What follows belongs to an exercise in optimizing a design on an open flow for small area; a production flow would make more cautious choices. Only simulation tests tie the RTL to the original design; equivalence was not proved. Power figures rest on the tool's default switching activity, not on a simulated workload. No driver is modelled on the clock port, so clocking that relies on it looks cheaper here than on a real chip.

==> flow/config.mk <==
export PLATFORM = sky130hd
export DESIGN_NAME = bp_scanner
export DESIGN_NICKNAME = bp_scanner
export VERILOG_FILES = /design/flow/design.v
export SDC_FILE = /design/flow/constraint.sdc
export NUM_CORES = 4
export LEC_CHECK = 0
export CAP_MARGIN = 20
export CORE_MARGIN = 2
export CORE_UTILIZATION = 40
export PLACE_DENSITY = 0.6
export SLEW_MARGIN = 20
==> flow/constraint.sdc <==
create_clock -name core_clock -period 8.0 [get_ports {clk}]
set_input_delay 1.6000 -clock core_clock [delete_from_list [all_inputs] [get_ports {clk}]]
set_output_delay 1.6000 -clock core_clock [all_outputs]
set_load 0.01 [all_outputs]
==> flow/design.v <==
module bp_scanner (
    input  wire        clk,
    input  wire        rst,            
    input  wire        scan_init,      
    input  wire        scan_tick,      
    input  wire [15:0] cols,           
    input  wire        hnd_key_down,   
    input  wire        hnd_key_up,     
    output reg  [3:0]  row_sel,        
    output reg         ev_valid,       
    output reg  [3:0]  ev_row,         
    output reg  [15:0] ev_down,        
    output reg  [15:0] ev_up           
);
    localparam ROWS   = 16;
    localparam COLS   = 16;
    localparam N_DOWN = 4;
    localparam N_UP   = 3;
    localparam [2:0] S_UNKNOWN = 3'd0;
    localparam [2:0] S_AWDOWN  = 3'd1;
    localparam [2:0] S_DOWN    = 3'd2;
    localparam [2:0] S_AWUP    = 3'd3;
    localparam [2:0] S_UP      = 3'd4;
    wire do_init = rst | scan_init;
    wire do_tick = scan_tick & ~do_init;
    wire [ROWS*8*COLS-1:0] key_flat;
    wire [8*COLS-1:0]      row_cur = key_flat[row_sel*8*COLS +: 8*COLS];
    wire [8*COLS-1:0]      row_next;
    wire [COLS-1:0]        dn_vec;
    wire [COLS-1:0]        up_vec;
    genvar g;
    generate
        for (g = 0; g < ROWS; g = g + 1) begin : g_row
            reg [8*COLS-1:0] keys;
            always @(posedge clk) begin
                if (do_init)
                    keys <= {8*COLS{1'b0}};
                else if (do_tick && row_sel == g)
                    keys <= row_next;
            end
            assign key_flat[g*8*COLS +: 8*COLS] = keys;
        end
        for (g = 0; g < COLS; g = g + 1) begin : g_col
            wire [7:0] k   = row_cur[g*8 +: 8];
            wire [2:0] st  = k[7:5];
            wire [4:0] cnt = k[4:0];
            wire [4:0] cnt_inc = cnt + 5'd1;
            wire       s   = cols[g];
            reg  [7:0] nk;
            reg        dn;
            reg        up;
            always @(*) begin
                nk = k;
                dn = 1'b0;
                up = 1'b0;
                case (st)
                    S_UNKNOWN: begin
                        nk = s ? {S_DOWN, 5'd0} : {S_UP, 5'd0};
                    end
                    S_UP: begin
                        if (!s) begin
                            nk = {S_UP, 5'd0};
                        end else if (N_DOWN <= 1) begin
                            nk = {S_DOWN, 5'd0};
                            dn = 1'b1;
                        end else begin
                            nk = {S_AWDOWN, 5'd1};
                        end
                    end
                    S_AWDOWN: begin
                        if (!s) begin
                            nk = {S_UP, 5'd0};
                        end else if (cnt_inc >= N_DOWN) begin
                            nk = {S_DOWN, 5'd0};
                            dn = 1'b1;
                        end else begin
                            nk = {S_AWDOWN, cnt_inc};
                        end
                    end
                    S_DOWN: begin
                        if (s) begin
                            nk = {S_DOWN, 5'd0};
                        end else if (N_UP <= 1) begin
                            nk = {S_UP, 5'd0};
                            up = 1'b1;
                        end else begin
                            nk = {S_AWUP, 5'd1};
                        end
                    end
                    S_AWUP: begin
                        if (s) begin
                            nk = {S_AWUP, 5'd0};
                        end else if (cnt_inc >= N_UP) begin
                            nk = {S_UP, 5'd0};
                            up = 1'b1;
                        end else begin
                            nk = {S_AWUP, cnt_inc};
                        end
                    end
                    default: begin
                        nk = k;   
                    end
                endcase
            end
            assign row_next[g*8 +: 8] = nk;
            assign dn_vec[g] = dn;
            assign up_vec[g] = up;
        end
    endgenerate
    always @(posedge clk) begin
        if (do_init) begin
            row_sel  <= 4'd0;
            ev_valid <= 1'b0;
            ev_row   <= 4'd0;
            ev_down  <= {COLS{1'b0}};
            ev_up    <= {COLS{1'b0}};
        end else if (do_tick) begin
            row_sel  <= (row_sel == ROWS - 1) ? 4'd0 : row_sel + 4'd1;
            ev_valid <= 1'b1;
            ev_row   <= row_sel;
            ev_down  <= dn_vec & {COLS{hnd_key_down}};
            ev_up    <= up_vec & {COLS{hnd_key_up}};
        end else begin
            ev_valid <= 1'b0;
            ev_down  <= {COLS{1'b0}};
            ev_up    <= {COLS{1'b0}};
        end
    end
endmodule
==> flow/run.sh <==
#!/bin/bash
# synth_recipe.tcl (not shown) runs the flow's synth.tcl, then flattens the netlist and writes it again
# the make line also repeats each setting of config.mk as NAME=value (left out here)
make -C /OpenROAD-flow-scripts/flow DESIGN_CONFIG=/design/flow/config.mk WORK_HOME=/design/flow/orfs CLKGATE_MAP_FILE= SYNTH_SCRIPT=/design/flow/synth_recipe.tcl finish
==> reports/metrics.cfg, run 1 <==
[detailed_routing]
remaining_drc_errors=0
viasPerCell=6.108
vias=77160
wl_per_cell_um=24.15
routed_wl_um=305100
drtAntennaViolNets=0
dr.pass1.iters=6
first_iter_violations=9441

[placement]
placed_area_um2=93260
portBuffers=62
dp_cells=12220
place_congestion=0.8171
dpl.hpwl_um=161600

[timing]
finalCritPeriodShare_pct=66.66
slew_headroom_pct=21.55
hold_viol=0
rsz0062_at_grt=no
finalCriticalPeriod_ns=5.333
setup_tns_ns=0
skew_ns=0.03254
fmax_mhz=187.5
setup_viol=0
drv_slew=0
tightest_slew_ns=1.172

[power]
comb_power_share_pct=3.2
p_leak_nw=32.52
power.switching_mw=4.954
peakVddDrop_mv=0.2338
p_int_mw=16.92
clkPwrFrac_pct=49.1
power_per_cell_area_nw_per_um2=216.4
sw_frac_of_total_pct=22.65
seqPwrFrac_pct=47.7

[status]
status=finished clean

[finish]
post-route-cell-area_um2=101100
syn_to_final_growth_pct=10.60
stdcell_count=12630
layout-drive-gt1-share_pct=12.92
fin_nets=9490

[global_routing]
grt.total_usage_pct=25.48
grt_pass1_vias=73370
antenna_found_initial=7
grt_overflow_total=0
grt_start_max_net_pins=206
grt_pass1_wl_um=459900

[cts]
clock_tree.root_cell=clkbuf_16
cts_resized=0
cts_hold_buffers=0
cts_made_buffers=215
clkSlewWorstSetupHoldPaths_ns=0.06
cts_setup_buffers=0
cts.sinks=2089
clock_path_buffers=3
cts_tree=done
insertion_delay_ns=0.88
htreeDepth=4

[floorplan]
die_area_um2=232300
die_h_um=482.0
start_util_pct=40.21
die_w_um=482.0
io_pins=63
rows=175
core-area_um2=227300

[logic_synthesis]
synth_area_per_cell_um2=9.085
synth-seq-cells=2089
ys_warn_count=1
ys_seq_area_share_pct=45.76
netlist_top_cells_area=dfxtp_1 46%, mux4_2 13%, a21oi_1 8.7%, nand2_1 7.1%, o21ai_0 5.6%
synthFlopType=dfxtp_1
synth_top_area_share_pct=45.76
synth_nets=10120
yosys.area.top_type=dfxtp_1
synth_edf_count=0
yosysUniqueCellTypes=97
synthCells=10060
mappedNetlistArea_um2=91390
synthArstFlopShare_pct=0

[critical_path]
arrival_ns=6.11
critPathSlowestCell=clkinv_1
startpoint_type=flop
criticalPathCategory=flop to flop
worst_ep_required_time_ns=8.77
reg2reg_slack_ns=2.67
max_stage_delay_ns=0.85
path_cells=buf_12, clkinv_1, mux4_2, a21o_1, ha_1, o2111a_1, o21a_1, o31ai_4, a21oi_2, o21ai_0
endpoint_kind=flop
critPathMaxFanout=47

[worst_hold_path]
hold_class=flop to flop

[flow_run]
cap_viol_max_count=0

cell usage after synthesis (12+ instances only):
cell / instances
nor4_1: 43
nand4_1: 39
mux2i_1: 72
buf_6: 36
o211ai_1: 30
o2111a_1: 16
and2_1: 29
nand2_1: 1723
or2_2: 15
o22ai_1: 148
clkbuf_1: 807
buf_1: 63
ha_1: 36
o21ai_0: 1021
a21oi_1: 1590
o311ai_0: 19
o21ai_1: 49
nand2b_1: 27
a22oi_1: 137
a21oi_2: 23
buf_2: 116
a211oi_1: 117
buf_4: 47
and3_1: 38
dfxtp_1: 2089
o31a_1: 12
a311oi_1: 34
o31ai_1: 25
a31oi_1: 94
a21o_1: 17
nor3_1: 13
nand3_1: 352
a22o_1: 13
mux4_2: 526
nor2_1: 320
inv_1: 75
and4_1: 23
routing by layer:
layer	track usage (%)	vias up	part of all wire [%]
met3	4.158	638	8.7
met2	39.96	3523	45
li1	-	35070	-
met1	35.46	37920	43
met4	9.035	4	3.5
met5	0	-	0.0092
state kept, by name, summed over array words and instances (netlist names):
name / count
ev_row: 4
g_row.keys: 2048
ev_down: 16
ev_up: 16
row_sel: 4
ev_valid: 1
cell families after synthesis:
logic type | after synthesis | share of synthesized area, %
and+or+nand+nor | 2671 | 12.34
muxes | 618 | 14.18
DFF | 2089 | 45.76
adders and majority gates | 36 | 0.4929
xor gates and xnor gates | 2 | 0.01917
AOI/OAI and AO/OA | 3481 | 21.62
buffers and inverters | 1162 | 5.584
cells in the final DEF (no fill, tap or decap), types with 14 or more instances in the layout:
cell type,instances
nand2_1,1721
and2_1,27
nor2_4,19
a31oi_1,94
mux2i_1,72
o21ai_1,48
or2_2,14
and3_1,38
o211ai_1,30
ha_1,36
clkdlybuf4s50_1,62
a311oi_1,34
o311ai_0,19
a21o_1,17
nand2b_1,27
a22oi_1,137
o31ai_1,25
a21oi_2,54
o22ai_1,148
o21ai_0,1021
bufinv_16,25
inv_1,75
o2111a_1,16
a211oi_1,116
clkbuf_8,54
nor2_1,301
a21oi_1,1559
clkinv_2,29
nor4_1,43
nand3_4,16
buf_4,124
clkbuf_16,217
mux4_2,526
and4_1,23
dfxtp_1,2085
buf_12,45
nand3_1,336
nand4_1,39
clkbuf_1,45
power by group through the flow:
stage                     sequential, mW  combinational [mW]  clock [mW]
after detailed placement            10.7               0.692           0
final                               10.4               0.711        10.7
after global routing                10.4               0.753        11.3
after floorplan                     10.6               0.513           0
after CTS                           10.4               0.693        10.9
after global placement              10.7               0.682           0
critical path: cells and delay by family (launching register included):
family,cells,cell delay [ns]
buffers and inverters,2,1.24
DFF,1,0.80
muxes,1,0.81
adders and majority gates,1,0.36
AOI/OAI and AO/OA,6,1.96
area by class of cell:
| class | count | area (um2) |
|---|---|---|
| Tap cell | 3009 | 3765 |
| Inverter | 81 | 304.0 |
| Antenna cell | 5 | 12.51 |
| Sequential cell | 2089 | 41840 |
| Clock buffer | 316 | 6342 |
| Multi-Input combinational cell | 6808 | 45040 |
| Clock inverter | 87 | 1257 |
| Fill cell | 21340 | 126200 |
| Timing Repair Buffer | 237 | 2519 |
stage by stage:
step	setup WS (ns)	power, mW	hold WS [ns]	utilization (%)
after floorplan	3.903	11.16	0.4103	-
after global placement	2.450	11.34	0.4256	40.99
after detailed placement	2.358	11.35	0.4254	41.03
after CTS	2.719	21.99	0.4351	44.38
after global routing	2.358	22.45	0.4482	44.47
final	2.667	21.87	0.4366	44.47
worst paths after layout:
kind,cells past startpoint,end,from
worst max-delay path,10,g_row[15].keys[63],row_sel[0]
worst min-delay path,2,g_row[15].keys[70],g_row[15].keys[70]
worst max register to register,10,g_row[15].keys[63],row_sel[0]
worst min register to register,2,g_row[15].keys[70],g_row[15].keys[70]
==> run 2, diff against run 1 <==
==> flow/design.v (replaced) <==
module bp_scanner (
    input  wire        clk,
    input  wire        rst,            
    input  wire        scan_init,      
    input  wire        scan_tick,      
    input  wire [15:0] cols,           
    input  wire        hnd_key_down,   
    input  wire        hnd_key_up,     
    output reg  [3:0]  row_sel,        
    output reg         ev_valid,       
    output wire [3:0]  ev_row,         
    output wire [15:0] ev_down,        
    output reg  [15:0] ev_up           
);
    localparam ROWS = 16;
    localparam COLS = 16;
    localparam W    = 3 * COLS;
    wire do_init = rst | scan_init;
    wire do_tick = scan_tick & ~do_init;
    reg  [ROWS*W-1:0] ring;
    wire [W-1:0] row_next;
    wire [COLS-1:0] up_vec;
    reg first_pass;
    always @(posedge clk) begin
        if (scan_tick)
            ring <= {row_next, ring[ROWS*W-1:W]};
    end
    genvar g;
    generate
        for (g = 0; g < COLS; g = g + 1) begin : g_col
            wire [2:0] k = ring[g*3 +: 3];
            wire       L = k[2];
            wire [1:0] c = k[1:0];
            wire       s = cols[g];
            reg  [2:0] nk;
            reg        up;
            always @(*) begin
                up = 1'b0;
                if (first_pass) begin
                    nk = {s, 2'b00};
                end else if (!L) begin
                    if (!s)
                        nk = 3'b000;
                    else if (c == 2'd3)
                        nk = {1'b1, {2{hnd_key_down}}};
                    else
                        nk = {1'b0, c + 2'd1};
                end else begin
                    if (s)
                        nk = 3'b100;
                    else if (c == 2'd2) begin
                        nk = 3'b000;
                        up = 1'b1;
                    end else if (c == 2'd3)
                        nk = 3'b101;
                    else
                        nk = {1'b1, c + 2'd1};
                end
            end
            assign row_next[g*3 +: 3] = nk;
            assign up_vec[g] = up;
            assign ev_down[g] = &ring[(ROWS-1)*W + g*3 +: 3];
        end
    endgenerate
    assign ev_row = row_sel - 4'd1;
    always @(posedge clk) begin
        ev_up <= up_vec & {COLS{hnd_key_up}};
        if (do_init) begin
            row_sel    <= 4'd0;
            ev_valid   <= 1'b0;
            first_pass <= 1'b1;
        end else if (do_tick) begin
            row_sel    <= row_sel + 4'd1;
            ev_valid   <= 1'b1;
            if (row_sel == ROWS - 1)
                first_pass <= 1'b0;
        end else begin
            ev_valid   <= 1'b0;
        end
    end
endmodule
==> reports/metrics.cfg, run 2 <==
[floorplan]
die_h_um=258.5  ; -46%
die_area_um2=66810  ; -71%
rows=93  ; -47%
core-area_um2=64230  ; -72%
start_util_pct=40.33  ; +0.12 points
die_w_um=258.5  ; -46%
io_pins=63  ; unchanged

[logic_synthesis]
synth_commonest_cells=768 x edfxtp_1, 61 x inv_1, 54 x nor2_1, 50 x ha_1, 36 x o21ai_0
mappedNetlistArea_um2=25900  ; -72%
synth-seq-cells=790  ; -62%
synth_top_area_share_pct=89.03  ; +43 points
synthFlopType=edfxtp_1
synthCells=1166  ; -88%
synth_area_per_cell_um2=22.22  ; +140%
ys_warn_count=1  ; unchanged
yosysMostFrequentCell=edfxtp_1
synth_nets=1238  ; -88%
yosysUniqueCellTypes=31  ; -68%
synth_edf_count=768  ; +768
ys_seq_area_share_pct=90.73  ; +45 points
synthArstFlopShare_pct=0  ; unchanged
yosys.area.top_type=edfxtp_1
netlist_top_cells_area=edfxtp_1 89%, ha_1 2.4%, dfxtp_1 1.7%, inv_1 0.88%, o32ai_1 0.88%

[timing]
skew_ns=0.02252  ; -0.01002 ns
tightest_slew_ns=1.090  ; -0.08210 ns
setup_viol=0  ; unchanged
rsz0062_at_grt=no
drv_slew=0  ; unchanged
finalCriticalPeriod_ns=4.014  ; -1.319 ns
setup_tns_ns=0  ; unchanged
fmax_mhz=249.1  ; +33%
finalCritPeriodShare_pct=50.18  ; -16 points
slew_headroom_pct=27.31  ; +5.8 points
hold_viol=0  ; unchanged

[detailed_routing]
routed_wl_um=36730  ; -88%
vias=10380  ; -87%
remaining_drc_errors=0  ; unchanged
dr.pass1.iters=5  ; -1
wl_per_cell_um=16.52  ; -32%
viasPerCell=4.670  ; -24%
drtAntennaViolNets=0  ; unchanged
first_iter_violations=988  ; -90%

[power]
p_leak_nw=10.54  ; -68%
power_per_cell_area_nw_per_um2=289.9  ; +34%
peakVddDrop_mv=0.1253  ; -46%
power.total_mw=8.790  ; -60%

[critical_path]
critPathSlowestCell=clkdlybuf4s50_1
worst_ep_required_time_ns=6.40  ; -2.37 ns
criticalPathCategory=flop to output port
path_cells=inv_1, ha_1, xor2_1, clkdlybuf4s50_1
crit_start=row_sel[0]
max_stage_delay_ns=0.63  ; -0.22 ns
r2r_end=ring[723]
startpoint_type=flop
arrival_ns=2.41  ; -3.70 ns
worst_r2r_path_depth=3  ; -7
critPathMaxFanout=6  ; -87%
reg2reg_slack_ns=6.08  ; +3.41 ns
r2r-start=first_pass
endpoint_kind=output port

[finish]
layout_commonest_cell=edfxtp_1
reg_top3=ring (768), ev_up (16), row_sel (4)
syn_to_final_growth_pct=17.07
final_util_pct=47.21  ; +2.7 points
fill_cells=5256  ; -75%
largest_register=ring
layout-drive-gt1-share_pct=9.656  ; -3.3 points
largest_reg_flops=768  ; -63%
fin_nets=1375  ; -86%
mostFrequentLayoutCells=768 x edfxtp_1, 81 x clkbuf_16, 61 x inv_1

[placement]
portBuffers=62  ; unchanged
place_congestion=0.7158  ; -12%
dpl.hpwl_um=18980  ; -88%

[worst_hold_path]
min_to=ring[370]
min-delay-start=ring[418]
hold_depth=0  ; -2
hold_class=flop to flop

[cts]
clock_tree.root_cell=clkbuf_16
clock_path_buffers=3  ; unchanged
cts_hold_buffers=0  ; unchanged
cts.sinks=790  ; -62%
htreeDepth=3  ; -1
insertion_delay_ns=0.60  ; -0.28 ns
cts_made_buffers=78  ; -64%
cts_setup_buffers=0  ; unchanged
cts_resized=0  ; unchanged
cts_tree=done
clkSlewWorstSetupHoldPaths_ns=0.06  ; about the same

[global_routing]
grt_overflow_total=0  ; unchanged
antenna_found_initial=3  ; -4
grt.total_usage_pct=10.94  ; -15 points
grt_start_max_net_pins=201  ; -2.4%
grt_pass1_wl_um=56610  ; -88%
grt_pass1_vias=10240  ; -86%

[status]
status=finished clean

[flow_run]
cap_viol_max_count=0  ; unchanged

==> run 2: cell count changes after synthesis, moves of 768 or more <==
cell | previous run | this run
dfxtp_1 | 2089 | 22
edfxtp_1 | 0 | 768
clkbuf_1 | 807 | 5
a21oi_1 | 1590 | 30
o21ai_0 | 1021 | 36
nand2_1 | 1723 | 27
==> run 2: layer usage <==
metal / wire, um / GRT usage [%] / share of wire (%)
met1: 18210 / 16.56 / 50
met2: 15640 / 14.83 / 43
met3: 1904 / 2.876 / 5.2
met4: 943 / 4.865 / 2.6
met5: 30 / 0 / 0.082
==> run 2: where the power goes <==
part           total [mW]  internal (mW)  switching, mW
Combinational       0.166         0.0470          0.119
Sequential           4.86           4.79         0.0721
Clock                3.76           2.28           1.48
Total                8.79           7.12           1.67
==> run 2: logic make-up after synthesis <==
logic type | after synthesis | share of synthesized area (%)
multiplexers | 1 | 0.03864
buffers and inverters | 73 | 1.183
AND/OR/NAND/NOR | 152 | 3.227
XOR/XNOR | 5 | 0.1690
flip-flops | 790 | 90.73
adder cells (fa/ha/maj) | 50 | 2.415
AO/OA/AOI/OAI | 95 | 2.236
==> run 2: worst max-delay path: cells and delay by family (launching register included) <==
family                   cells  cell delay, ns
buffers and inverters        2            0.73
flip-flops                   1            0.44
XOR/XNOR                     1            0.42
adder cells (fa/ha/maj)      1            0.22
==> run 2: worst max path at each step <==
stage,cells after the start,to
finish,4,ev_row[2]
global route,4,ev_row[2]
CTS,4,ev_row[2]
detailed placement,4,first_pass
global placement,5,row_sel[3]
floorplan,3,ev_row[2]
==> run 2: layout make-up <==
class                           count  area (um2)  share of cell area [%]
Sequential cell                   790       23500                   77.51
Clock buffer                       95        2120                   6.990
Antenna cell                        1       2.502                0.008252
Multi-Input combinational cell    303        2095                   6.907
Tap cell                          855        1070                   3.528
Timing Repair Buffer               69       730.7                   2.410
Inverter                           61       229.0                  0.7551
Clock inverter                     49       574.3                   1.894
==> run 2: through the flow <==
stage                     hold WS (ns)  setup WS (ns)  cell area [um2]  cells
after floorplan                 0.4003          5.397            25900   1166
after global placement          0.4009          4.335            27600   2077
after detailed placement        0.4045          4.287            27600   2077
after CTS                       0.4032          3.795            30290   2221
after global routing            0.4092          3.782            30320   2223
final                           0.4029          3.986            30320   2223
==> run 3, diff against run 2 <==
--- a/flow/design.v
+++ b/flow/design.v
@@ -15,6 +15,14 @@
     localparam ROWS = 16;
     localparam COLS = 16;
     localparam W    = 3 * COLS;
+    localparam [2:0] S_U0 = 3'd0;
+    localparam [2:0] S_U1 = 3'd3;
+    localparam [2:0] S_U2 = 3'd1;
+    localparam [2:0] S_U3 = 3'd7;
+    localparam [2:0] S_D0 = 3'd2;
+    localparam [2:0] S_D1 = 3'd4;
+    localparam [2:0] S_D2 = 3'd5;
+    localparam [2:0] S_DS = 3'd6;
     wire do_init = rst | scan_init;
     wire do_tick = scan_tick & ~do_init;
     reg  [ROWS*W-1:0] ring;
@@ -29,37 +37,30 @@
     generate
         for (g = 0; g < COLS; g = g + 1) begin : g_col
             wire [2:0] k = ring[g*3 +: 3];
-            wire       L = k[2];
-            wire [1:0] c = k[1:0];
             wire       s = cols[g];
             reg  [2:0] nk;
             reg        up;
             always @(*) begin
                 up = 1'b0;
                 if (first_pass) begin
-                    nk = {s, 2'b00};
-                end else if (!L) begin
-                    if (!s)
-                        nk = 3'b000;
-                    else if (c == 2'd3)
-                        nk = {1'b1, {2{hnd_key_down}}};
-                    else
-                        nk = {1'b0, c + 2'd1};
+                    nk = s ? S_D0 : S_U0;
                 end else begin
-                    if (s)
-                        nk = 3'b100;
-                    else if (c == 2'd2) begin
-                        nk = 3'b000;
-                        up = 1'b1;
-                    end else if (c == 2'd3)
-                        nk = 3'b101;
-                    else
-                        nk = {1'b1, c + 2'd1};
+                    case (k)
+                        S_U0: begin nk = s ? S_U1 : S_U0; end
+                        S_U1: begin nk = s ? S_U2 : S_U0; end
+                        S_U2: begin nk = s ? S_U3 : S_U0; end
+                        S_U3: begin nk = s ? (hnd_key_down ? S_DS : S_D0) : S_U0; end
+                        S_D0: begin nk = s ? S_D0 : S_D1; end
+                        S_D1: begin nk = s ? S_D0 : S_D2; end
+                        S_D2: begin nk = s ? S_D0 : S_U0; up = ~s; end
+                        S_DS: begin nk = s ? S_D0 : S_D1; end
+                        default: nk = S_U0;
+                    endcase
                 end
             end
             assign row_next[g*3 +: 3] = nk;
             assign up_vec[g] = up;
-            assign ev_down[g] = &ring[(ROWS-1)*W + g*3 +: 3];
+            assign ev_down[g] = (ring[(ROWS-1)*W + g*3 +: 3] == S_DS);
         end
     endgenerate
     assign ev_row = row_sel - 4'd1;
--- a/flow/config.mk
+++ b/flow/config.mk
@@ -5,6 +5,7 @@
 export SDC_FILE = /design/flow/constraint.sdc
 export NUM_CORES = 4
 export LEC_CHECK = 0
+export ABC_AREA = 1
 export CAP_MARGIN = 20
 export CORE_MARGIN = 2
 export CORE_UTILIZATION = 40
==> reports/metrics.cfg, run 3 <==
[critical_path]
r2r_end=ring[759]
criticalPathCategory=flop to output port
critPathMaxFanout=5  ; -1
arrival_ns=2.02  ; -0.39 ns
worst_ep_required_time_ns=6.40  ; about the same
reg2reg_slack_ns=6.09  ; about the same
endpoint_kind=output port
crit_start=row_sel[0]
startpoint_type=flop
r2r-start=first_pass
worst_r2r_path_depth=4  ; +1

[detailed_routing]
drtAntennaViolNets=0  ; unchanged
dr.pass1.iters=6  ; +1
routed_wl_um=37470  ; +2.0%
wl_per_cell_um=16.49  ; -0.22%
remaining_drc_errors=0  ; unchanged
vias=10600  ; +2.1%
first_iter_violations=1039  ; +5.2%
viasPerCell=4.663  ; -0.15%

[finish]
layout_commonest_cell=edfxtp_1
seq_area_um2=23500  ; unchanged
mostFrequentLayoutCells=768 x edfxtp_1, 128 x nand2_1, 92 x nor2_1
syn_to_final_growth_pct=16.28
fin_nets=1392  ; +1.2%
fill_cells=5231  ; -0.48%
largest_register=ring
reg_top3=ring (768), ev_up (16), row_sel (4)
n_antenna_cell=0  ; -1
layout-drive-gt1-share_pct=9.951  ; +0.29 points
multi_input_area_um2=1695  ; -19%
largest_reg_flops=768  ; unchanged

[global_routing]
grt_pass1_vias=10420  ; +1.7%
grt.total_usage_pct=11.24  ; +0.29 points
antenna_found_initial=2  ; -1
grt_start_max_net_pins=215  ; +7.0%
grt_pass1_wl_um=57910  ; +2.3%
grt_overflow_total=0  ; unchanged

[logic_synthesis]
synth_nets=1249  ; +0.89%
synth_top_family_by_area=simple AND/OR/NAND/NOR gates
synth-seq-cells=790  ; unchanged
ys_warn_count=1  ; unchanged
yosys.area.top_type=edfxtp_1
synth_commonest_cells=768 x edfxtp_1, 128 x nand2_1, 92 x nor2_1, 55 x inv_1, 40 x nand3_1
yosys.area_share.adder_pct=0.09814  ; -2.3 points
synth_top_area_share_pct=90.44  ; +1.4 points
synthFlopType=edfxtp_1
synthArstFlopShare_pct=0  ; unchanged
mappedNetlistArea_um2=25500  ; -1.6%
ys_seq_area_share_pct=92.17  ; +1.4 points
synth_compound_area_share_pct=1.021  ; -1.2 points
synthCells=1225  ; +5.1%
synth_area_per_cell_um2=20.82  ; -6.3%
synth_xor_area_share_pct=0.1030  ; -0.066 points
yosys.area_share.simple_pct=5.427  ; +2.2 points
synth_edf_count=768  ; unchanged
yosysMostFrequentCell=edfxtp_1
yosysUniqueCellTypes=23  ; -26%
netlist_top_cells_area=edfxtp_1 90%, nand2_1 1.9%, dfxtp_1 1.7%, nor2_1 1.4%, inv_1 0.81%
muxShareOfSynthArea_pct=0  ; -0.039 points

[timing]
setup_ws_ns=4.380  ; +0.3938 ns
fmax_mhz=276.2  ; +11%
drv_slew=0  ; unchanged
slew_headroom_pct=29.96  ; +2.6 points
skew_ns=0.02760  ; +0.005080 ns
whs_ns=0.3939  ; -0.009001 ns
finalCriticalPeriod_ns=3.620  ; -0.3938 ns
rsz0062_at_grt=no
tightest_slew_ns=1.051  ; -0.03974 ns
setup_tns_ns=0  ; unchanged
setup_viol=0  ; unchanged
hold_viol=0  ; unchanged
finalCritPeriodShare_pct=45.25  ; -4.9 points

[cts]
cts.sinks=790  ; unchanged
cts_setup_buffers=0  ; unchanged
clock_tree.root_cell=clkbuf_16
cts_made_buffers=78  ; unchanged
clock_path_buffers=3  ; unchanged
cts_hold_buffers=0  ; unchanged
htreeDepth=3  ; unchanged
cts_resized=0  ; unchanged
insertion_delay_ns=0.60  ; about the same
cts_tree=done
clkSlewWorstSetupHoldPaths_ns=0.06  ; about the same

[worst_hold_path]
hold_class=flop to flop
hold_depth=0  ; unchanged
min_to=ring[442]
min-delay-start=ring[490]

[floorplan]
die_w_um=256.5  ; -0.77%
rows=92  ; -1.1%
die_h_um=256.5  ; -0.77%
die_area_um2=65780  ; -1.5%
start_util_pct=40.42  ; +0.095 points
io_pins=63  ; unchanged
core-area_um2=63080  ; -1.8%

[power]
sw_frac_of_total_pct=19.38  ; +0.34 points
comb_power_share_pct=1.8  ; about the same
p_int_mw=6.839  ; -3.9%
seqPwrFrac_pct=57.3  ; +2.0 points
peakVddDrop_mv=0.1641  ; +31%
power.switching_mw=1.644  ; -1.8%
p_leak_nw=10.15  ; -3.7%
power_per_cell_area_nw_per_um2=286.1  ; -1.3%
clkPwrFrac_pct=40.8  ; -2.0 points

[placement]
pre_cts_slack_ns=4.218  ; -0.06897 ns
place_congestion=0.7393  ; +3.3%
dpl.hpwl_um=18980  ; about the same
portBuffers=62  ; unchanged

[flow_run]
cap_viol_max_count=0  ; unchanged

[status]
status=finished clean

run 3: logic make-up after synthesis:
kind of cell	after synthesis
buf+inv	64
simple gates	314
fa+ha+maj	2
flops	790
xor+xnor	3
compound gates	52
run 3: worst max-delay path by stage:
| stage | cells past startpoint | end | slack [ns] |
|---|---|---|---|
| 3_5_place_dp | 2 | ring[171] | 4.22 |
| 3_3_place_gp | 2 | ring[108] | 4.30 |
| 6_report | 4 | ev_row[1] | 4.38 |
| 4_1_cts | 4 | ev_row[1] | 4.35 |
| 5_1_grt | 4 | ev_row[2] | 4.27 |
| 2_1_floorplan | 3 | ev_row[2] | 5.41 |
run 3: critical path, cell delays in order, from the launching register on:
cell	delay, ns
dfxtp_1	0.42
inv_1	0.11
ha_1	0.29
inv_1	0.08
clkdlybuf4s50_1	0.53
run 3: power by group through the flow:
stage | Combinational (mW) | Sequential [mW] | Clock (mW)
global placement | 0.148 | 4.94 | 0
global route | 0.174 | 4.88 | 3.75
finish | 0.155 | 4.86 | 3.46
floorplan | 0.0432 | 4.91 | 0
detailed placement | 0.157 | 4.95 | 0
CTS | 0.157 | 4.87 | 3.60
run 3: final cells by class:
cell class                      instances  area share, %
Clock inverter                         39          1.131
Timing Repair Buffer                   71          2.532
Multi-Input combinational cell        371          5.718
Clock buffer                          100          7.068
Inverter                               56         0.7090
Tap cell                              846          3.570
Sequential cell                       790          79.27
run 3: routing by layer:
| metal | track usage [%] | wire, um |
|---|---|---|
| met1 | 17.01 | 18710 |
| met2 | 15.38 | 15830 |
| met3 | 2.669 | 1952 |
| met4 | 5.120 | 951 |
| met5 | 0 | 23 |
run 3: per-stage QoR:
stage | cell area, um2 | power (mW) | util [%] | cells
floorplan | 25500 | 4.958 | - | 1225
global placement | 27190 | 5.090 | 43.11 | 2133
detailed placement | 27190 | 5.104 | 43.11 | 2133
CTS | 29620 | 8.622 | 46.96 | 2272
global route | 29650 | 8.806 | 47.00 | 2273
finish | 29650 | 8.484 | 47.00 | 2273
==> run 4, diff against run 3 <==
--- a/flow/config.mk
+++ b/flow/config.mk
@@ -9,5 +9,7 @@
 export CAP_MARGIN = 20
 export CORE_MARGIN = 2
 export CORE_UTILIZATION = 40
+export CTS_CLUSTER_DIAMETER = 100
+export CTS_CLUSTER_SIZE = 30
 export PLACE_DENSITY = 0.6
 export SLEW_MARGIN = 20
==> reports/metrics.cfg, run 4 <==
[status]
status=finished clean

[cts]
cts_setup_buffers=0  ; unchanged
cts_made_buffers=30  ; -62%
cts_tree=done
clkSlewWorstSetupHoldPaths_ns=0.11  ; +0.05 ns
cts_resized=0  ; unchanged
clock_path_buffers=3  ; unchanged
insertion_delay_ns=0.61  ; about the same
cts_hold_buffers=0  ; unchanged
clock_tree.root_cell=clkbuf_16
cts.sinks=790  ; unchanged
htreeDepth=1  ; -2

[detailed_routing]
first_iter_violations=1096  ; +5.5%
wl_per_cell_um=16.47  ; -0.12%
vias=10230  ; -3.5%
drtAntennaViolNets=0  ; unchanged
remaining_drc_errors=0  ; unchanged
dr.pass1.iters=5  ; -1
routed_wl_um=36060  ; -3.8%
viasPerCell=4.669  ; +0.13%

[finish]
layout_commonest_cell=edfxtp_1
syn_to_final_growth_pct=10.24
reg_top3=ring (768), ev_up (16), row_sel (4)
largest_reg_flops=768  ; unchanged
mostFrequentLayoutCells=768 x edfxtp_1, 128 x nand2_1, 92 x nor2_1
fill_cells=5362  ; +2.5%
fin_nets=1344  ; -3.4%
largest_register=ring
n_antenna_cell=0  ; unchanged
layout-drive-gt1-share_pct=5.060  ; -4.9 points

[flow_run]
cap_viol_max_count=0  ; unchanged

[timing]
finalCriticalPeriod_ns=3.652  ; +0.03209 ns
fmax_mhz=273.8  ; -0.88%
slew_headroom_pct=30.90  ; +0.94 points
rsz0062_at_grt=no
tightest_slew_ns=1.037  ; -0.01411 ns
finalCritPeriodShare_pct=45.65  ; +0.40 points
drv_slew=0  ; unchanged
setup_viol=0  ; unchanged
setup_ws_ns=4.348  ; -0.03209 ns
setup_tns_ns=0  ; unchanged
skew_ns=0.01736  ; -0.01025 ns
hold_viol=0  ; unchanged

[power]
power_per_cell_area_nw_per_um2=245.2  ; -14%
peakVddDrop_mv=0.1471  ; -10%
p_leak_nw=9.376  ; -7.6%

[critical_path]
crit_start=row_sel[0]
cp_top_family=buffers and inverters
worst_r2r_path_depth=4  ; unchanged
criticalPathCategory=flop to output port
critPathSlowestCell=clkdlybuf4s50_1
endpoint_kind=output port
arrival_ns=2.05  ; +0.03 ns
reg2reg_slack_ns=6.07  ; -0.02 ns
startpoint_type=flop
crit_cells=4  ; unchanged
critPathBufInv=3  ; unchanged
critPathMaxFanout=5  ; unchanged
r2r_end=ring[729]
r2r-start=first_pass
crit_top_cell=inv_1
endpoint=ev_row[1]
worst_ep_required_time_ns=6.40  ; about the same
max_stage_delay_ns=0.53  ; about the same
path_cells=inv_1, ha_1, inv_1, clkdlybuf4s50_1

[floorplan]
io_pins=63  ; unchanged
die_w_um=256.5  ; unchanged
core-area_um2=63080  ; unchanged
die_area_um2=65780  ; unchanged
rows=92  ; unchanged
start_util_pct=40.42  ; unchanged
die_h_um=256.5  ; unchanged

[placement]
place_congestion=0.7393  ; unchanged
pre_cts_slack_ns=4.218  ; unchanged
portBuffers=62  ; unchanged
dpl.hpwl_um=18980  ; unchanged

[logic_synthesis]
ys_seq_area_share_pct=92.17  ; unchanged
synthFlopType=edfxtp_1
synth_edf_count=768  ; unchanged
synthArstFlopShare_pct=0  ; unchanged
netlist_top_cells_area=edfxtp_1 90%, nand2_1 1.9%, dfxtp_1 1.7%, nor2_1 1.4%, inv_1 0.81%
ys_warn_count=1  ; unchanged
synth_top_area_share_pct=90.44  ; unchanged
synth_nets=1249  ; unchanged
synth-seq-cells=790  ; unchanged
synth_area_per_cell_um2=20.82  ; unchanged
mappedNetlistArea_um2=25500  ; unchanged
synth_commonest_cells=768 x edfxtp_1, 128 x nand2_1, 92 x nor2_1, 55 x inv_1, 40 x nand3_1
yosys.area.top_type=edfxtp_1
synthCells=1225  ; unchanged
yosysMostFrequentCell=edfxtp_1
yosysUniqueCellTypes=23  ; unchanged

[global_routing]
grt_pass1_wl_um=55830  ; -3.6%
grt_start_max_net_pins=215  ; unchanged
antenna_found_initial=2  ; unchanged
grt_pass1_vias=9876  ; -5.2%
grt.total_usage_pct=10.64  ; -0.60 points
grt_overflow_total=0  ; unchanged

[worst_hold_path]
hold_class=flop to flop

run 4: logic make-up (layout without fill, tap and decap cells):
family	Yosys count	count (layout)	share of synthesized area, %
xor gates and xnor gates	3	3	0.1031
DFF	790	790	92.17
buffers and inverters	64	183	1.182
and+or+nand+nor	314	314	5.427
AOI/OAI and AO/OA	52	52	1.021
adders and majority gates	2	2	0.09812
run 4: cell type report:
type / instances / area (um2) / area share [%]
tap: 846 / 1059 / 3.766
sequential: 790 / 23500 / 83.61
clock inverter: 2 / 20.02 / 0.07122
timing repair buffer: 71 / 750.7 / 2.671
multi-input combinational: 371 / 1695 / 6.031
clock buffer: 54 / 872.1 / 3.102
inverter: 56 / 210.2 / 0.7478
run 4: worst min-delay path by stage:
stage,start,to,slack (ns),cells past startpoint
global placement,ring[49],ring[1],0.40,0
floorplan,ring[48],ring[0],0.40,0
global route,ring[510],ring[462],0.42,0
CTS,ring[510],ring[462],0.42,0
finish,ring[375],ring[327],0.41,0
detailed placement,ring[175],ring[127],0.40,0
run 4: metal layers:
layer	up-vias	track usage [%]	wire, um
met3	54	1.908	1489
met1	5246	16.88	18510
met2	171	14.95	15310
met4	4	3.198	735
li1	4751	-	-
met5	-	0	23
run 4: report_power, final:
part           internal (mW)  switching, mW
combinational         0.0384          0.117
clock                  0.753           1.13
sequential              4.78         0.0767
total                   5.57           1.32
run 4: per-stage QoR:
step | utilization, % | cells | hold WS, ns | power, mW | instance area (um2)
final | 44.56 | 2190 | 0.4101 | 6.892 | 28110
after global routing | 44.56 | 2190 | 0.4203 | 7.175 | 28110
after CTS | 44.52 | 2189 | 0.4165 | 7.008 | 28080
after detailed placement | 43.11 | 2133 | 0.4045 | 5.104 | 27190
after global placement | 43.11 | 2133 | 0.4003 | 5.090 | 27190
after floorplan | - | 1225 | 0.4003 | 4.958 | 25500
==> run 5, diff against run 4 <==
==> flow/flow/run.sh (new file) <==
#!/bin/bash
# Layout flow: the standard ORFS flow, with two changes passed to ORFS's
# own knobs:
#  - clock tree synthesis without dummy loads (they only balance the tree),
#    with larger sink clusters;
#  - port buffers of the smallest buffer cell.
# Each ORFS step writes its full log under orfs/logs/; the output of the
# whole run goes to flow.log here.
set -euo pipefail
cd "$(dirname "$0")/.."
export CTS_ARGS="-sink_clustering_enable -repair_clock_nets -dont_use_dummy_load -sink_clustering_size 30 -sink_clustering_max_diameter 100"
export BUFFER_PORTS_ARGS="-buffer_cell sky130_fd_sc_hd__buf_1"
bash standard.sh finish > flow.log 2>&1
==> flow/standard.sh (new file) <==
#!/bin/bash
# synth_recipe.tcl (not shown) runs the flow's synth.tcl, then flattens the netlist and writes it again
# the make line also repeats each setting of config.mk as NAME=value (left out here)
make -C /OpenROAD-flow-scripts/flow DESIGN_CONFIG=/design/flow/config.mk WORK_HOME=/design/flow/orfs CLKGATE_MAP_FILE= SYNTH_SCRIPT=/design/flow/synth_recipe.tcl "${@:-finish}"
removed: flow/run.sh
==> reports/metrics.cfg, run 5 <==
[logic_synthesis]
yosys.area.top_type=edfxtp_1
synth-seq-cells=790  ; unchanged
synth_edf_count=768  ; unchanged
mappedNetlistArea_um2=25500  ; unchanged
synthFlopType=edfxtp_1
synth_commonest_cells=768 x edfxtp_1, 128 x nand2_1, 92 x nor2_1, 55 x inv_1, 40 x nand3_1
ys_warn_count=1  ; unchanged
synth_top_area_share_pct=90.44  ; unchanged
yosysMostFrequentCell=edfxtp_1
netlist_top_cells_area=edfxtp_1 90%, nand2_1 1.9%, dfxtp_1 1.7%, nor2_1 1.4%, inv_1 0.81%
synthCells=1225  ; unchanged
ys_seq_area_share_pct=92.17  ; unchanged
synthArstFlopShare_pct=0  ; unchanged
yosysUniqueCellTypes=23  ; unchanged
synth_nets=1249  ; unchanged
synth_area_per_cell_um2=20.82  ; unchanged

[floorplan]
io_pins=63  ; unchanged
core-area_um2=63080  ; unchanged
die_area_um2=65780  ; unchanged
rows=92  ; unchanged
start_util_pct=40.42  ; unchanged
die_w_um=256.5  ; unchanged
die_h_um=256.5  ; unchanged

[finish]
syn_to_final_growth_pct=8.170
fill_cells=5345  ; -0.32%
layout_commonest_cell=edfxtp_1
final_util_pct=43.73  ; -0.84 points
largest_register=ring
post-route-cell-area_um2=27580  ; -1.9%
fin_nets=1343  ; -0.074%
largest_reg_flops=768  ; unchanged
n_antenna_cell=0  ; unchanged
reg_top3=ring (768), ev_up (16), row_sel (4)
mostFrequentLayoutCells=768 x edfxtp_1, 128 x nand2_1, 92 x nor2_1
layout-drive-gt1-share_pct=4.784  ; -0.28 points

[timing]
skew_ns=0.05605  ; +0.03869 ns
setup_viol=0  ; unchanged
finalCritPeriodShare_pct=40.42  ; -5.2 points
fmax_mhz=309.3  ; +13%
tightest_slew_ns=1.152  ; +0.1153 ns
rsz0062_at_grt=no
setup_ws_ns=4.767  ; +0.4192 ns
slew_headroom_pct=23.21  ; -7.7 points
drv_slew=0  ; unchanged
setup_tns_ns=0  ; unchanged
finalCriticalPeriod_ns=3.233  ; -0.4192 ns
hold_viol=0  ; unchanged

[placement]
place_congestion=0.7124  ; -3.6%
placed_area_um2=26810  ; -1.4%
dpl.hpwl_um=19200  ; +1.2%
portBuffers=62  ; unchanged
pre_cts_slack_ns=4.145  ; -0.07267 ns

[flow_run]
cap_viol_max_count=0  ; unchanged

[cts]
cts_tree=done
htreeDepth=1  ; unchanged
cts_hold_buffers=0  ; unchanged
clock_path_buffers=3  ; unchanged
cts_setup_buffers=0  ; unchanged
clkSlewWorstSetupHoldPaths_ns=0.10  ; about the same
cts_made_buffers=31  ; +3.3%
cts_resized=0  ; unchanged
clock_tree.root_cell=clkbuf_16
cts.sinks=790  ; unchanged
insertion_delay_ns=0.61  ; about the same

[critical_path]
endpoint_kind=output port
criticalPathCategory=flop to output port
crit_top_cell=inv_1
path_cells=inv_1, ha_1, inv_1, buf_1
startpoint_type=flop
worst_ep_required_time_ns=6.40  ; about the same
critPathMaxFanout=5  ; unchanged
arrival_ns=1.63  ; -0.42 ns
critPathSlowestCell=dfxtp_1
max_stage_delay_ns=0.42  ; -0.11 ns

[detailed_routing]
drtAntennaViolNets=0  ; unchanged
routed_wl_um=36170  ; +0.29%
wl_per_cell_um=16.72  ; +1.5%
viasPerCell=4.701  ; +0.68%
first_iter_violations=987  ; -9.9%
remaining_drc_errors=0  ; unchanged
dr.pass1.iters=5  ; unchanged
vias=10170  ; -0.56%

[global_routing]
grt_overflow_total=0  ; unchanged
grt_pass1_wl_um=55680  ; -0.27%
grt.total_usage_pct=10.67  ; +0.029 points
grt_pass1_vias=9982  ; +1.1%
grt_start_max_net_pins=196  ; -8.8%
antenna_found_initial=0  ; -2

[worst_hold_path]
hold_class=flop to flop

[power]
power.total_mw=6.783  ; -1.6%
p_leak_nw=9.165  ; -2.2%
peakVddDrop_mv=0.1757  ; +20%
power_per_cell_area_nw_per_um2=245.9  ; +0.31%

[status]
status=finished clean

run 5: layout make-up:
class	instances	area, um2	area share [%]
repair buffers	69	339.1	1.229
flip-flops and latches	790	23500	85.21
well taps	846	1059	3.838
inverters	56	210.2	0.7621
clock buffers	31	775.7	2.812
multi-input cells	371	1695	6.147
run 5: critical path: cells and delay by family (launching register included):
family,cells,cell delay (ns)
DFF,1,0.42
buffers and inverters,3,0.32
adders and majority gates,1,0.29
run 5: kinds of logic (layout without fill, tap and decap cells):
kind of cell | count (synthesis) | count (layout) | share of synthesized area, %
xor+xnor | 3 | 3 | 0.1031
compound gates | 52 | 52 | 1.021
buf+inv | 64 | 156 | 1.182
flops | 790 | 790 | 92.17
simple gates | 314 | 314 | 5.427
fa+ha+maj | 2 | 2 | 0.09812
run 5: layer usage:
layer | vias to the layer above | GRT usage, % | share of wire [%]
met1 | 5229 | 16.49 | 51
li1 | 4730 | - | -
met5 | - | 0 | 0
met4 | 0 | 3.472 | 2.4
met3 | 54 | 1.839 | 3.7
met2 | 156 | 15.42 | 43
run 5: path summary, 6_finish.rpt:
check              from        end  slack (ns)  cells after the start
max reg2reg  first_pass  ring[759]        5.94                      4
min reg2reg   ring[120]   ring[72]        0.36                      0
min           ring[120]   ring[72]        0.36                      0
max          row_sel[0]  ev_row[1]        4.77                      4
run 5: power breakdown:
| part | leakage, nW | internal [mW] | switching [mW] |
|---|---|---|---|
| registers | 7.73 | 4.78 | 0.0772 |
| clock network | 0.382 | 0.694 | 1.09 |
| logic | 1.05 | 0.0248 | 0.116 |
run 5: metrics by stage:
stage / cells / hold slack [ns]
2_1_floorplan: 1225 / 0.4003
3_3_place_gp: 2132 / 0.4009
3_5_place_dp: 2132 / 0.4045
4_1_cts: 2163 / 0.3634
5_1_grt: 2163 / 0.3736
6_report: 2163 / 0.3612
==> run 6, diff against run 5 <==
--- a/flow/design.v
+++ b/flow/design.v
@@ -16,13 +16,13 @@
     localparam COLS = 16;
     localparam W    = 3 * COLS;
     localparam [2:0] S_U0 = 3'd0;
-    localparam [2:0] S_U1 = 3'd3;
-    localparam [2:0] S_U2 = 3'd1;
+    localparam [2:0] S_U1 = 3'd1;
+    localparam [2:0] S_U2 = 3'd3;
     localparam [2:0] S_U3 = 3'd7;
-    localparam [2:0] S_D0 = 3'd2;
-    localparam [2:0] S_D1 = 3'd4;
-    localparam [2:0] S_D2 = 3'd5;
-    localparam [2:0] S_DS = 3'd6;
+    localparam [2:0] S_D0 = 3'd5;
+    localparam [2:0] S_D1 = 3'd6;
+    localparam [2:0] S_D2 = 3'd2;
+    localparam [2:0] S_DS = 3'd4;
     wire do_init = rst | scan_init;
     wire do_tick = scan_tick & ~do_init;
     reg  [ROWS*W-1:0] ring;
--- a/flow/flow/run.sh
+++ b/flow/flow/run.sh
@@ -8,6 +8,6 @@
 # whole run goes to flow.log here.
 set -euo pipefail
 cd "$(dirname "$0")/.."
-export CTS_ARGS="-sink_clustering_enable -repair_clock_nets -dont_use_dummy_load -sink_clustering_size 30 -sink_clustering_max_diameter 100"
+export CTS_ARGS="-sink_clustering_enable -repair_clock_nets -dont_use_dummy_load -sink_clustering_size 34 -sink_clustering_max_diameter 150"
 export BUFFER_PORTS_ARGS="-buffer_cell sky130_fd_sc_hd__buf_1"
 bash standard.sh finish > flow.log 2>&1
==> reports/metrics.cfg, run 6 <==
[cts]
cts_setup_buffers=0  ; unchanged
clkSlewWorstSetupHoldPaths_ns=0.12  ; +0.02 ns
cts_resized=0  ; unchanged
clock_tree.root_cell=clkbuf_16
cts_made_buffers=27  ; -13%
clock_path_buffers=3  ; unchanged
cts_hold_buffers=0  ; unchanged
cts_tree=done
insertion_delay_ns=0.59  ; -0.02 ns
cts.sinks=790  ; unchanged
htreeDepth=1  ; unchanged

[global_routing]
grt_start_max_net_pins=218  ; +11%
antenna_found_initial=1  ; +1
grt_busiest_layer=met1
grt_pass1_vias=8931  ; -11%
use_met3_pct=1.547  ; -0.29 points
grt_use_met1_pct=16.72  ; +0.24 points
grtUsageMet2_pct=13.85  ; -1.6 points
grt_pass1_wl_um=50970  ; -8.5%
grt.total_usage_pct=10.14  ; -0.52 points
grt_overflow_total=0  ; unchanged

[timing]
whs_ns=0.3455  ; -0.01563 ns
drv_slew=0  ; unchanged
finalCritPeriodShare_pct=41.34  ; +0.93 points
finalCriticalPeriod_ns=3.307  ; +0.07404 ns
skew_ns=0.05990  ; +0.003847 ns
setup_tns_ns=0  ; unchanged
setup_viol=0  ; unchanged
hold_viol=0  ; unchanged
tightest_slew_ns=1.061  ; -0.09113 ns
slew_headroom_pct=29.29  ; +6.1 points
fmax_mhz=302.4  ; -2.2%
rsz0062_at_grt=no

[finish]
layout_commonest_cell=edfxtp_1
reg_top3=ring (768), ev_up (16), row_sel (4)
seq_area_um2=23500  ; unchanged
final_util_pct=43.78  ; +0.054 points
n_antenna_cell=0  ; unchanged
fill_cells=5249  ; -1.8%
mostFrequentLayoutCells=768 x edfxtp_1, 61 x buf_1, 60 x inv_1
largest_reg_flops=768  ; unchanged
fin_nets=1198  ; -11%
layout-drive-gt1-share_pct=5.034  ; +0.25 points
syn_to_final_growth_pct=8.154  ; about the same
multi_input_area_um2=1170  ; -31%
largest_register=ring

[placement]
place_congestion=0.7355  ; +3.2%
portBuffers=62  ; unchanged
dpl.hpwl_um=17070  ; -11%

[logic_synthesis]
netlist_top_cells_area=edfxtp_1 92%, dfxtp_1 1.8%, nand3_1 0.96%, inv_1 0.90%, a21oi_1 0.70%
synth-seq-cells=790  ; unchanged
synthCells=1081  ; -12%
yosysUniqueCellTypes=23  ; unchanged
synth_edf_count=768  ; unchanged
synth_area_per_cell_um2=23.11  ; +11%
yosysMostFrequentCell=edfxtp_1
synth_commonest_cells=768 x edfxtp_1, 60 x inv_1, 48 x nand3_1, 39 x nand2_1, 35 x a21oi_1
yosys.area.top_type=edfxtp_1
synthArstFlopShare_pct=0  ; unchanged
synth_nets=1105  ; -12%
ys_seq_area_share_pct=94.08  ; +1.9 points
synth_top_area_share_pct=92.32  ; +1.9 points
mappedNetlistArea_um2=24980  ; -2.0%
ys_warn_count=1  ; unchanged
synthFlopType=edfxtp_1

[worst_hold_path]
hold_depth=0  ; unchanged
hold_class=flop to flop
min-delay-start=ring[667]
min_to=ring[619]

[power]
clkPwrFrac_pct=25.3  ; -1.0 points
comb_power_share_pct=1.9  ; -0.2 points
sw_frac_of_total_pct=18.79  ; -0.14 points
power_per_cell_area_nw_per_um2=247.0  ; +0.44%
p_int_mw=5.420  ; -1.4%
p_leak_nw=8.866  ; -3.3%
seqPwrFrac_pct=72.8  ; +1.2 points
power.switching_mw=1.254  ; -2.3%
peakVddDrop_mv=0.1731  ; -1.5%

[critical_path]
critPathSlowestCell=dfxtp_1
reg2reg_slack_ns=6.04  ; +0.10 ns
path_cells=inv_1, ha_1, xor2_1, buf_1
max_stage_delay_ns=0.41  ; about the same
r2r-start=first_pass
criticalPathCategory=flop to output port
arrival_ns=1.71  ; +0.08 ns
worst_r2r_path_depth=5  ; +1
startpoint_type=flop
critPathBufInv=2  ; -1
r2r_end=ring[729]
critPathMaxFanout=5  ; unchanged
cp_top_family=flip-flops
endpoint_kind=output port
worst_ep_required_time_ns=6.40  ; about the same

[floorplan]
die_area_um2=64470  ; -2.0%
io_pins=63  ; unchanged
rows=91  ; -1.1%
die_w_um=253.9  ; -1.0%
core-area_um2=61710  ; -2.2%
die_h_um=253.9  ; -1.0%
start_util_pct=40.48  ; +0.055 points

[detailed_routing]
vias=9386  ; -7.7%
drtAntennaViolNets=0  ; unchanged
routed_wl_um=33950  ; -6.1%
dr.pass1.iters=5  ; unchanged
first_iter_violations=1113  ; +13%
wl_per_cell_um=16.90  ; +1.1%
viasPerCell=4.672  ; -0.62%
remaining_drc_errors=0  ; unchanged

[flow_run]
cap_viol_max_count=0  ; unchanged

[status]
status=finished clean

-- run 6: changes by cell type after synthesis, sizes merged, moves of 12 or more --
cell   previous run  this run
nand2           128        39
nor2            104        40
nor3b             0        16
o21ai            19         3
a31oi             0        14
nor3             29        17
-- run 6: how the worst max path moves through the flow --
stage	depth (start not counted)	slack, ns	end	startpoint
detailed placement	7	4.27	row_sel[2]	scan_tick
finish	4	4.69	ev_row[2]	row_sel[0]
CTS	4	4.65	ev_row[2]	row_sel[0]
global placement	7	4.37	row_sel[2]	scan_tick
global route	4	4.57	ev_row[2]	row_sel[0]
floorplan	3	5.43	ev_row[2]	row_sel[0]
-- run 6: layout make-up --
| cell class | instances | share of cell area (%) |
|---|---|---|
| flip-flops and latches | 790 | 87.00 |
| multi-input cells | 222 | 4.330 |
| well taps | 837 | 3.876 |
| clock buffers | 27 | 2.501 |
| repair buffers | 72 | 1.440 |
| inverters | 61 | 0.8568 |
-- run 6: through the flow --
step / power (mW) / cells / area [um2] / setup slack, ns
6_report: 6.674 / 2009 / 27020 / 4.693
5_1_grt: 6.927 / 2009 / 27020 / 4.571
4_1_cts: 6.771 / 2007 / 26960 / 4.654
3_5_place_dp: 5.078 / 1980 / 26290 / 4.274
3_3_place_gp: 5.069 / 1980 / 26290 / 4.370
2_1_floorplan: 4.946 / 1081 / 24980 / 5.433
-- run 6: cells by family (layout without fill, tap and decap cells) --
logic type | count (synthesis) | count (layout) | share of synthesized area [%]
DFF | 790 | 790 | 94.08
and+or+nand+nor | 165 | 165 | 3.376
buffers and inverters | 69 | 160 | 1.232
AOI/OAI and AO/OA | 53 | 53 | 1.137
adders and majority gates | 2 | 2 | 0.1002
xor gates and xnor gates | 2 | 2 | 0.07014
-- run 6: worst reg2reg max path, stage by stage (launching register included) --
cell,delay [ns]
dfxtp_2,0.33
buf_4,0.31
nor2_4,0.77
nand4_1,0.18
nand2_1,0.10
inv_1,0.04
-- run 6: per-layer routing --
layer / wire length [um] / vias to the layer above / part of all wire (%)
met5: 0 / - / 0
met2: 14050 / 173 / 41
met4: 707 / 0 / 2.1
li1: - / 4302 / -
met1: 17870 / 4868 / 53
met3: 1332 / 43 / 3.9
-- run 6: power groups by stage --
stage          sequential (mW)  clock, mW  combinational (mW)
2_1_floorplan             4.91          0              0.0314
3_3_place_gp              4.95          0               0.122
3_5_place_dp              4.95          0               0.128
4_1_cts                   4.86       1.78               0.128
5_1_grt                   4.88       1.90               0.145
6_report                  4.86       1.69               0.128
==> run 7, diff against run 6 <==
--- a/flow/flow/run.sh
+++ b/flow/flow/run.sh
@@ -8,6 +8,6 @@
 # whole run goes to flow.log here.
 set -euo pipefail
 cd "$(dirname "$0")/.."
-export CTS_ARGS="-sink_clustering_enable -repair_clock_nets -dont_use_dummy_load -sink_clustering_size 34 -sink_clustering_max_diameter 150"
+export CTS_ARGS="-sink_clustering_enable -repair_clock_nets -dont_use_dummy_load -sink_clustering_size 30 -sink_clustering_max_diameter 150"
 export BUFFER_PORTS_ARGS="-buffer_cell sky130_fd_sc_hd__buf_1"
 bash standard.sh finish > flow.log 2>&1
==> reports/metrics.cfg, run 7 <==
[cts]
htreeDepth=1  ; unchanged
cts.sinks=790  ; unchanged
insertion_delay_ns=0.60  ; about the same
clock_path_buffers=3  ; unchanged
cts_setup_buffers=0  ; unchanged
cts_made_buffers=30  ; +11%
cts_hold_buffers=0  ; unchanged
cts_resized=0  ; unchanged
clock_tree.root_cell=clkbuf_16
cts_tree=done
clkSlewWorstSetupHoldPaths_ns=0.11  ; about the same

[finish]
layout-drive-gt1-share_pct=5.277  ; +0.24 points
mostFrequentLayoutCells=768 x edfxtp_1, 61 x buf_1, 60 x inv_1
layout_commonest_cell=edfxtp_1
reg_top3=ring (768), ev_up (16), row_sel (4)
stdcell_count=2012  ; +0.15%
syn_to_final_growth_pct=8.455
n_antenna_cell=0  ; unchanged
largest_reg_flops=768  ; unchanged
largest_register=ring
fin_nets=1201  ; +0.25%

[logic_synthesis]
yosys.area.top_type=edfxtp_1
synth_commonest_cells=768 x edfxtp_1, 60 x inv_1, 48 x nand3_1, 39 x nand2_1, 35 x a21oi_1
ys_seq_area_share_pct=94.08  ; unchanged
netlist_top_cells_area=edfxtp_1 92%, dfxtp_1 1.8%, nand3_1 0.96%, inv_1 0.90%, a21oi_1 0.70%
ys_warn_count=1  ; unchanged
synthCells=1081  ; unchanged
yosysMostFrequentCell=edfxtp_1
synth-seq-cells=790  ; unchanged
synth_area_per_cell_um2=23.11  ; unchanged
mappedNetlistArea_um2=24980  ; unchanged
synth_nets=1105  ; unchanged
synth_top_area_share_pct=92.32  ; unchanged
synth_edf_count=768  ; unchanged
synthFlopType=edfxtp_1
yosysUniqueCellTypes=23  ; unchanged
synthArstFlopShare_pct=0  ; unchanged

[placement]
dp_cells=1980  ; unchanged
place_congestion=0.7355  ; unchanged
dpl.hpwl_um=17070  ; unchanged
portBuffers=62  ; unchanged

[detailed_routing]
dr.pass1.iters=5  ; unchanged
first_iter_violations=1033  ; -7.2%
vias=9421  ; +0.37%
wl_per_cell_um=16.99  ; +0.52%
remaining_drc_errors=0  ; unchanged
routed_wl_um=34180  ; +0.67%
viasPerCell=4.682  ; +0.22%
drtAntennaViolNets=0  ; unchanged

[critical_path]
critPathBufInv=2  ; unchanged
critPathSlowestCell=dfxtp_1
criticalPathCategory=flop to output port
arrival_ns=1.73  ; +0.02 ns
startpoint_type=flop
path_cells=inv_1, ha_1, xor2_1, buf_1
cp_top_family=flip-flops
max_stage_delay_ns=0.41  ; about the same
worst_ep_required_time_ns=6.40  ; about the same
endpoint_kind=output port
critPathMaxFanout=5  ; unchanged

[timing]
fmax_mhz=300.5  ; -0.60%
tightest_slew_ns=0.9764  ; -0.08435 ns
setup_tns_ns=0  ; unchanged
hold_viol=0  ; unchanged
rsz0062_at_grt=no
skew_ns=0.04710  ; -0.01279 ns
drv_slew=0  ; unchanged
setup_viol=0  ; unchanged
slew_headroom_pct=34.91  ; +5.6 points
finalCritPeriodShare_pct=41.59  ; +0.25 points
finalCriticalPeriod_ns=3.327  ; +0.02003 ns

[floorplan]
io_pins=63  ; unchanged
start_util_pct=40.48  ; unchanged
die_w_um=253.9  ; unchanged
die_h_um=253.9  ; unchanged
rows=91  ; unchanged
die_area_um2=64470  ; unchanged
core-area_um2=61710  ; unchanged

[worst_hold_path]
hold_class=flop to flop

[global_routing]
antenna_found_initial=1  ; unchanged
grt_start_max_net_pins=218  ; unchanged
grt_overflow_total=0  ; unchanged
grt_pass1_wl_um=51140  ; +0.34%
grt.total_usage_pct=10.20  ; +0.056 points
grt_pass1_vias=9003  ; +0.81%

[power]
power_per_cell_area_nw_per_um2=249.4  ; +0.96%
peakVddDrop_mv=0.1662  ; -3.9%
p_leak_nw=8.903  ; +0.42%

[status]
status=finished clean

[flow_run]
cap_viol_max_count=0  ; unchanged

[run 7: cell counts after synthesis]
Identical to the previous run, type by type.
[run 7: worst paths after layout]
path         startpoint         to  slack [ns]  cells after the start
max          row_sel[0]  ev_row[2]        4.67                      4
max reg2reg  first_pass  ring[729]        6.04                      5
min           ring[342]  ring[294]        0.37                      0
min reg2reg   ring[342]  ring[294]        0.37                      0
[run 7: cells by family after synthesis]
logic type	Yosys count	synth area share (%)
flip-flops	790	94.08
AND/OR/NAND/NOR	165	3.376
buffers and inverters	69	1.232
AO/OA/AOI/OAI	53	1.137
XOR/XNOR	2	0.07014
adder cells (fa/ha/maj)	2	0.1002
[run 7: layout make-up]
cell class	instances	area, um2
Inverter	61	231.5
Sequential cell	790	23500
Multi-Input combinational cell	222	1170
Tap cell	837	1047
Fill cell	5242	34620
Clock buffer	30	750.7
Timing Repair Buffer	72	389.1
[run 7: per-layer routing]
metal / track usage [%] / routed length [um] / share of wire (%) / up-vias
met5: 0 / 0 / 0 / -
met3: 1.741 / 1490 / 4.4 / 54
met4: 3.143 / 771 / 2.3 / 0
met2: 13.84 / 14110 / 41 / 172
li1: - / - / - / 4308
met1: 16.65 / 17810 / 52 / 4887
[run 7: power by group]
group | switching (mW) | total, mW | internal [mW]
combinational | 0.104 | 0.128 | 0.0243
sequential | 0.0769 | 4.86 | 4.78
clock | 1.09 | 1.77 | 0.674
total | 1.27 | 6.76 | 5.48
[run 7: metrics by stage]
step                area (um2)  power, mW  utilization (%)  worst slack [ns]  hold slack [ns]
floorplan                24980      4.946                -             5.433           0.4003
global placement         26290      5.069            42.60             4.370           0.4010
detailed placement       26290      5.078            42.60             4.274           0.4045
CTS                      27040      6.854            43.81             4.631           0.3644
global route             27090      7.011            43.90             4.550           0.3717
finish                   27090      6.757            43.90             4.673           0.3654
==> run 8, diff against run 7 <==
--- a/flow/flow/run.sh
+++ b/flow/flow/run.sh
@@ -8,6 +8,6 @@
 # whole run goes to flow.log here.
 set -euo pipefail
 cd "$(dirname "$0")/.."
-export CTS_ARGS="-sink_clustering_enable -repair_clock_nets -dont_use_dummy_load -sink_clustering_size 30 -sink_clustering_max_diameter 150"
+export CTS_ARGS="-sink_clustering_enable -repair_clock_nets -dont_use_dummy_load -sink_clustering_size 32 -sink_clustering_max_diameter 150"
 export BUFFER_PORTS_ARGS="-buffer_cell sky130_fd_sc_hd__buf_1"
 bash standard.sh finish > flow.log 2>&1
==> reports/metrics.cfg, run 8 <==
[timing]
drv_slew=0  ; unchanged
rsz0062_at_grt=no
tightest_slew_ns=0.9557  ; -0.02065 ns
slew_headroom_pct=36.29  ; +1.4 points
skew_ns=0.02649  ; -0.02061 ns
setup_viol=0  ; unchanged
fmax_mhz=302.3  ; +0.59%
hold_viol=0  ; unchanged
finalCritPeriodShare_pct=41.35  ; -0.24 points
setup_tns_ns=0  ; unchanged
finalCriticalPeriod_ns=3.308  ; -0.01947 ns

[logic_synthesis]
synth_commonest_cells=768 x edfxtp_1, 60 x inv_1, 48 x nand3_1, 39 x nand2_1, 35 x a21oi_1
yosysUniqueCellTypes=23  ; unchanged
synthFlopType=edfxtp_1
synth_edf_count=768  ; unchanged
synth_top_area_share_pct=92.32  ; unchanged
synthArstFlopShare_pct=0  ; unchanged
ys_warn_count=1  ; unchanged
ys_seq_area_share_pct=94.08  ; unchanged
synthCells=1081  ; unchanged
synth_nets=1105  ; unchanged
netlist_top_cells_area=edfxtp_1 92%, dfxtp_1 1.8%, nand3_1 0.96%, inv_1 0.90%, a21oi_1 0.70%
synth_area_per_cell_um2=23.11  ; unchanged
yosysMostFrequentCell=edfxtp_1
mappedNetlistArea_um2=24980  ; unchanged
yosys.area.top_type=edfxtp_1
synth-seq-cells=790  ; unchanged

[power]
power.total_mw=6.703  ; -0.79%
power.switching_mw=1.264  ; -0.89%
comb_power_share_pct=1.9  ; about the same
power_per_cell_area_nw_per_um2=247.9  ; -0.61%
p_int_mw=5.440  ; -0.77%
p_leak_nw=8.878  ; -0.28%
peakVddDrop_mv=0.1498  ; -9.9%
sw_frac_of_total_pct=18.85  ; about the same
seqPwrFrac_pct=72.5  ; +0.6 points
clkPwrFrac_pct=25.6  ; -0.6 points

[cts]
cts_resized=0  ; unchanged
htreeDepth=1  ; unchanged
clock_tree.root_cell=clkbuf_16
clock_path_buffers=3  ; unchanged
clkSlewWorstSetupHoldPaths_ns=0.11  ; about the same
cts_setup_buffers=0  ; unchanged
cts.sinks=790  ; unchanged
cts_tree=done
cts_made_buffers=28  ; -6.7%
insertion_delay_ns=0.61  ; about the same
cts_hold_buffers=0  ; unchanged

[placement]
dpl.hpwl_um=17070  ; unchanged
portBuffers=62  ; unchanged
place_congestion=0.7355  ; unchanged
dp_cells=1980  ; unchanged

[global_routing]
grt.total_usage_pct=10.18  ; -0.022 points
grt_start_max_net_pins=218  ; unchanged
grt_pass1_vias=8910  ; -1.0%
antenna_found_initial=1  ; unchanged
grt_pass1_wl_um=50980  ; -0.32%
grt_overflow_total=0  ; unchanged

[critical_path]
critPathMaxFanout=5  ; unchanged
arrival_ns=1.71  ; -0.02 ns
startpoint_type=flop
criticalPathCategory=flop to output port
endpoint_kind=output port
worst_ep_required_time_ns=6.40  ; about the same

[status]
status=finished clean

[finish]
mostFrequentLayoutCells=768 x edfxtp_1, 61 x buf_1, 60 x inv_1
stdcell_count=2010  ; -0.099%
fill_cells=5248  ; +0.11%
n_antenna_cell=0  ; unchanged
largest_register=ring
reg_top3=ring (768), ev_up (16), row_sel (4)
layout-drive-gt1-share_pct=5.115  ; -0.16 points
syn_to_final_growth_pct=8.255
layout_commonest_cell=edfxtp_1
largest_reg_flops=768  ; unchanged
fin_nets=1199  ; -0.17%

[detailed_routing]
viasPerCell=4.642  ; -0.87%
routed_wl_um=33990  ; -0.55%
highest_layer=met4
wl_per_cell_um=16.91  ; -0.45%
dr.pass1.iters=6  ; +1
wl_met1_um=17880  ; +0.40%
vias=9330  ; -0.97%
drtAntennaViolNets=0  ; unchanged
remaining_drc_errors=0  ; unchanged
first_iter_violations=989  ; -4.3%
dr_wl_met2_um=14060  ; -0.35%
route.met3.wl_um=1249  ; -16%

[worst_hold_path]
hold_class=flop to flop

[floorplan]
io_pins=63  ; unchanged
die_h_um=253.9  ; unchanged
die_area_um2=64470  ; unchanged
die_w_um=253.9  ; unchanged
core-area_um2=61710  ; unchanged
start_util_pct=40.48  ; unchanged
rows=91  ; unchanged

[flow_run]
cap_viol_max_count=0  ; unchanged

[run 8: cell counts after synthesis]
Identical to the previous run, type by type.
[run 8: cell type report]
| cell class | instances | area [um2] | share of cell area [%] |
|---|---|---|---|
| well taps | 837 | 1047 | 3.873 |
| inverters | 61 | 231.5 | 0.8560 |
| flip-flops and latches | 790 | 23500 | 86.92 |
| clock buffers | 28 | 700.7 | 2.591 |
| multi-input cells | 222 | 1170 | 4.326 |
| repair buffers | 72 | 389.1 | 1.439 |
[run 8: metal layers]
layer  up-vias  GRT usage (%)
li1       4302              -
met4         0          3.025
met3        51          1.690
met2       161          13.79
met1      4816          16.72
met5         -              0
[run 8: logic make-up (layout without fill, tap and decap cells)]
kind of cell / Yosys count / in the layout / share of synthesized area (%)
AO/OA/AOI/OAI: 53 / 53 / 1.137
XOR/XNOR: 2 / 2 / 0.07014
adder cells (fa/ha/maj): 2 / 2 / 0.1002
buffers and inverters: 69 / 161 / 1.232
flip-flops: 790 / 790 / 94.08
AND/OR/NAND/NOR: 165 / 165 / 3.376
[run 8: final timing paths]
path                            depth (start not counted)         to  slack, ns  startpoint
worst max-delay path                                    4  ev_row[2]       4.69  row_sel[0]
worst min register to register                          0  ring[150]       0.40   ring[198]
worst min-delay path                                    0  ring[150]       0.40   ring[198]
worst max register to register                          5  ring[729]       6.05  first_pass
[run 8: metrics by stage]
step	utilization [%]	setup slack (ns)	hold slack, ns	cell area, um2
2_1_floorplan	-	5.433	0.4003	24980
3_3_place_gp	42.60	4.370	0.4010	26290
3_5_place_dp	42.60	4.274	0.4045	26290
4_1_cts	43.73	4.644	0.4058	26990
5_1_grt	43.82	4.568	0.4113	27040
6_report	43.82	4.692	0.4021	27040
[run 8: power groups by stage]
| stage | combinational (mW) | sequential, mW | clock, mW |
|---|---|---|---|
| finish | 0.128 | 4.86 | 1.72 |
| global route | 0.145 | 4.88 | 1.93 |
| detailed placement | 0.128 | 4.95 | 0 |
| global placement | 0.122 | 4.95 | 0 |
| floorplan | 0.0314 | 4.91 | 0 |
| CTS | 0.128 | 4.86 | 1.81 |
[run 8: worst max-delay path: stages, from the launching register on]
cell and delay, ns:
dfxtp_1 0.41, inv_1 0.12, ha_1 0.23, xor2_1 0.17, buf_1 0.18
